Source: an optimization exercise on an open RTL-to-GDS flow (aim: small area, a short achievable clock period and few clock cycles). Production flows keep margins and buffers that such runs may drop. The RTL was checked by simulation tests, not by an equivalence proof against the original design. Power and IR drop assume default switching activity.

Setup of lane 5:
## audio_mixer
module audio_mixer (
    input  wire        clk,
    input  wire        rst,
    input  wire        bus_req,
    input  wire        bus_we,
    input  wire [1:0]  bus_size,
    input  wire [23:0] bus_addr,
    input  wire [31:0] bus_wdata,
    output wire        bus_ack,
    output wire [31:0] bus_rdata,
    output wire        sink_valid,
    output wire        sink_last,
    output wire [15:0] sink_left,
    output wire [15:0] sink_right
);
==> flow/config.mk <==
export PLATFORM = sky130hd
export DESIGN_NAME = audio_mixer
export DESIGN_NICKNAME = audio_mixer
export VERILOG_FILES = /design/flow/design.v
export SDC_FILE = /design/flow/constraint.sdc
export NUM_CORES = 8
export LEC_CHECK = 0
export CAP_MARGIN = 5
export CORE_MARGIN = 2
export CORE_UTILIZATION = 55
export CTS_CLUSTER_DIAMETER = 90
export CTS_CLUSTER_SIZE = 24
export SLEW_MARGIN = 5
==> flow/constraint.sdc <==
create_clock -name core_clock -period 12.0 [get_ports {clk}]
set_input_delay 2.4000 -clock core_clock [delete_from_list [all_inputs] [get_ports {clk}]]
set_output_delay 2.4000 -clock core_clock [all_outputs]
set_load 0.01 [all_outputs]
standard.sh (not shown) runs the stock make flow with config.mk's settings and CLKGATE_MAP_FILE= SYNTH_SCRIPT=/design/flow/synth_recipe.tcl, a recipe that flattens the netlist after the stock synthesis.
==> flow/flow/run.sh <==
#!/bin/bash
# Layout flow: the standard layout (standard.sh: ORFS with the standard flow's
# config.mk, constraints and synthesis), with two settings changed on the
# make command line:
#  - the port buffers are sky130_fd_sc_hd__buf_4 instead of the cell that
#    buffer_ports picks by default (a slow delay buffer);
set -euo pipefail
bash standard.sh \
  SETUP_SLACK_MARGIN=6.5 \
  "BUFFER_PORTS_ARGS=-buffer_cell sky130_fd_sc_hd__buf_4" \
  finish > flow_make.log 2>&1
Testbench counts of lane 5, summed over its fixed seeds: cycles 20,385.
Input changes introduced in lane 3 (baseline for comparison: lane 5):
--- a/flow/design.v
+++ b/flow/design.v
@@ -37,16 +37,15 @@
     reg  [3:0] ix;                
     reg        k_mix, k_push;     
     reg  [4:0] n_r;               
     reg  [4:0] rp;                
     reg        rd2;               
     reg        rd_pcm, rd_syn, rd_mix, rd_aux;
+    reg [31:0] rdata_r;
     reg        rok_r;             
-    reg [31:0] zr;
-    wire [15:0] sleft_r  = zr[15:0];
-    wire [15:0] sright_r = zr[31:16];
+    reg [15:0] sleft_r, sright_r;
     reg        sv_r, sl_r;
     reg        mw_r;              
     reg  [2:0] mp_r;
     reg        rw0_r, rw1_r;      
     reg  [4:0] rq_r;
     reg        clr_r;             
@@ -127,21 +126,17 @@
             4'h9:    reg_w = {29'd0, aux_pos};
             4'hA:    reg_w = drain_count;
             default: reg_w = 32'd0;
         endcase
     end
     wire [31:0] word0 = in_regs ? reg_w : (bufs_valid ? ring_w : 32'd0);
-    wire        hit2  = rd_go && (in_pcm || in_syn || in_mix) && a[4:2] == ix[2:0];
-    wire        s_pcm = rd2 ? rd_pcm : in_pcm;
-    wire        s_syn = rd2 ? rd_syn : in_syn;
-    wire        s_mix = rd2 ? rd_mix : (in_mix && bufs_valid && {1'b0, a[4:2]} < frames);
-    wire [31:0] word1 = ({32{s_pcm}} & pcm_w) |
-                        ({32{s_syn}} & syn_w) |
-                        ({32{s_mix}} & mix_w) |
-                        ({32{rd2 && rd_aux}} & {aux_r1, aux_r0});
-    wire [31:0] word  = (rd2 || hit2) ? word1 : word0;
+    wire [31:0] word1 = ({32{rd_pcm}} & pcm_w) |
+                        ({32{rd_syn}} & syn_w) |
+                        ({32{rd_mix}} & mix_w) |
+                        ({32{rd_aux}} & {aux_r1, aux_r0});
+    wire [31:0] word  = rd2 ? word1 : word0;
     reg [31:0] rdata_c;
     always @(*) begin
         rdata_c = 32'd0;
         if (bus_size == 2'd2)
             rdata_c = word;
         else if (bus_size == 2'd1)
@@ -207,14 +202,13 @@
     wire cmd_go = cmd_in && cmd_fault == 4'd0;
     wire start  = cmd_go && stream && active;
     wire reset_bufs = cmd_go && ((op == 8'h01) || (enabled && (op == 8'h04 || op == 8'h06)));
     wire        mixing  = proc_r ? k_mix  : op[0];       
     wire        pushing = proc_r ? k_push : op[3];       
     wire [4:0]  n       = wd[12:8];
-    wire        go_now  = start && ix == 4'd0;
-    wire        proc    = go_now || proc_r;
+    wire        proc    = start || proc_r;
     wire [4:0]  i0      = {1'b0, ix[2:0], 1'b0};
     wire        v0      = proc_r ? (i0 < n_r) : (n != 5'd0);
     wire        v1      = proc_r ? (i0 + 5'd1 < n_r) : (n > 5'd1);
     wire [15:0] aux0 = aux_empty ? 16'd0 : aux_r0;
     wire [15:0] aux1 = aux_empty ? 16'd0 : aux_r1;
     function [15:0] clip3;
@@ -238,13 +232,13 @@
     wire [4:0]  nn     = proc_r ? n_r : n;
     wire [3:0]  npairs = pushing ? frames : ((nn + 5'd1) >> 1);
     wire        last   = (ix + 4'd1 >= npairs);
     wire [2:0] p2 = ({1'b0, ap1} + 4'd1 == aux_len) ? 3'd0 : ap1 + 3'd1;
     wire [2:0] p3 = ({1'b0, p2} + 4'd1 == aux_len) ? 3'd0 : p2 + 3'd1;
     assign bus_ack    = ack_r || fast;
-    assign bus_rdata  = zr & {32{rok_r}};
+    assign bus_rdata  = rdata_r & {32{rok_r}};
     assign sink_valid = sv_r;
     assign sink_last  = sl_r;
     assign sink_left  = sleft_r;
     assign sink_right = sright_r;
     wire [15:0] wl = sleft_r & {16{~clr_r}};
     wire [15:0] wr = sright_r & {16{~clr_r}};
@@ -261,13 +255,15 @@
         for (k = 0; k < 16; k = k + 1)
             if (clr_r || (mw_r && k / 2 == mp_r))
                 mixe[k] <= (k % 2 == 0) ? wl : wr;
         for (k = 0; k < 20; k = k + 1)
             if (clr_r || (rw0_r && rq_r == k) || (rw1_r && rq_r == (k + 19) % 20))
                 ringe[k] <= (k % 2 == 0) ? xe : xo;
-        zr <= (busy ? proc_r : bus_we) ? {l1, l0} : rdata_c;
+        sleft_r  <= l0;
+        sright_r <= l1;
+        rdata_r  <= rdata_c;
         if (idle_req)
             rok_r <= acc_ok;
         mp_r     <= ix[2:0];
         rq_r     <= pos;
     end
     reg [31:0] dc_all1;
@@ -325,13 +321,13 @@
                 if (ack_r) begin
                     busy  <= 1'b0;
                     ack_r <= 1'b0;
                 end
                 if (rd2) begin
                     ack_r  <= 1'b1;
-                    ix     <= {1'b0, ix[2:0] + 3'd1};
+                    ix     <= 4'd0;
                     rd2    <= 1'b0;
                     rd_pcm <= 1'b0;
                     rd_syn <= 1'b0;
                     rd_mix <= 1'b0;
                     rd_aux <= 1'b0;
                 end
@@ -383,22 +379,15 @@
                 end else if (cmd_in) begin
                     fault      <= 1'b1;
                     fault_code <= cmd_fault;
                 end
                 if (!fast) begin
                     busy  <= 1'b1;
-                    ack_r <= !start && !(rd_go && rd_win && !hit2);
-                end
-                if (hit2)
-                    ix <= {1'b0, a[4:2] + 3'd1};
-                if (start && !go_now) begin
-                    ix     <= 4'd0;
-                    proc_r <= 1'b1;
-                    rp     <= wbase;
+                    ack_r <= !start && !(rd_go && rd_win);
                 end
-                if (rd_go && rd_win && !hit2) begin
+                if (rd_go && rd_win) begin
                     ix     <= {1'b0, a[4:2]};
                     rd2    <= 1'b1;
                     rd_pcm <= in_pcm;
                     rd_syn <= in_syn;
                     rd_mix <= in_mix && bufs_valid && {1'b0, a[4:2]} < frames;
                     rd_aux <= in_aux;
### Flow results
Lane 5 → lane 3: area of all placed cells without fillers roughly the same; net switching share of the total power roughly the same.
In the flow results for lane 3 and lane 5, the global-route track usage on met3 is smaller on lane 5.
The higher routed length per placed instance came out of lane 3.
Lane 3 ran to completion and came out clean on the timing, design-rule and antenna checks.
For clock-pin slew on the worst setup and hold paths, lane 3 and lane 5 come out practically identical.
The final reports for lane 3 and lane 5 show pin count of the biggest net entering global routing higher in the former.
Per the comparison of lane 3 with lane 5, diode insertion count for antenna repair moved up, total of fill cells in the finished design ~0 delta, utilization -0.75 points, worst hold slack after final layout fell by 53 ps.
Testbench counts of lane 3, summed over its fixed seeds: cycles 20,769.

[static timing again, ports no longer ideal]
In the flow no input, the clock included, has a driving cell. The finished layouts below were timed again as built, in two steps. Step 1, drivers: a clkbuf_16 drives clk and a buf_2 each remaining input, both assumed. Step 2 moves the port delays by t, midway between the first and last clock arrival at a register: inputs arrive t later, outputs are due t later. That takes back most of the time a late clock gives input paths. Slacks: no drivers / after step 1 / after step 2; pairs: no drivers / after step 1.
run | shift t [ns] | setup WS [ns] | worst register clock-pin slew, ns
lane 5 | 0.758 | 6.425 / 6.419 / 5.710 | 0.11 / 0.11
lane 3 | 0.759 | 6.415 / 6.345 / 5.846 | 0.11 / 0.11
After both steps setup and hold are still met in every run listed. For lane 5, which loses most, drivers alone change the setup slack by -0.006 ns; drivers and shift together by -0.715 ns.
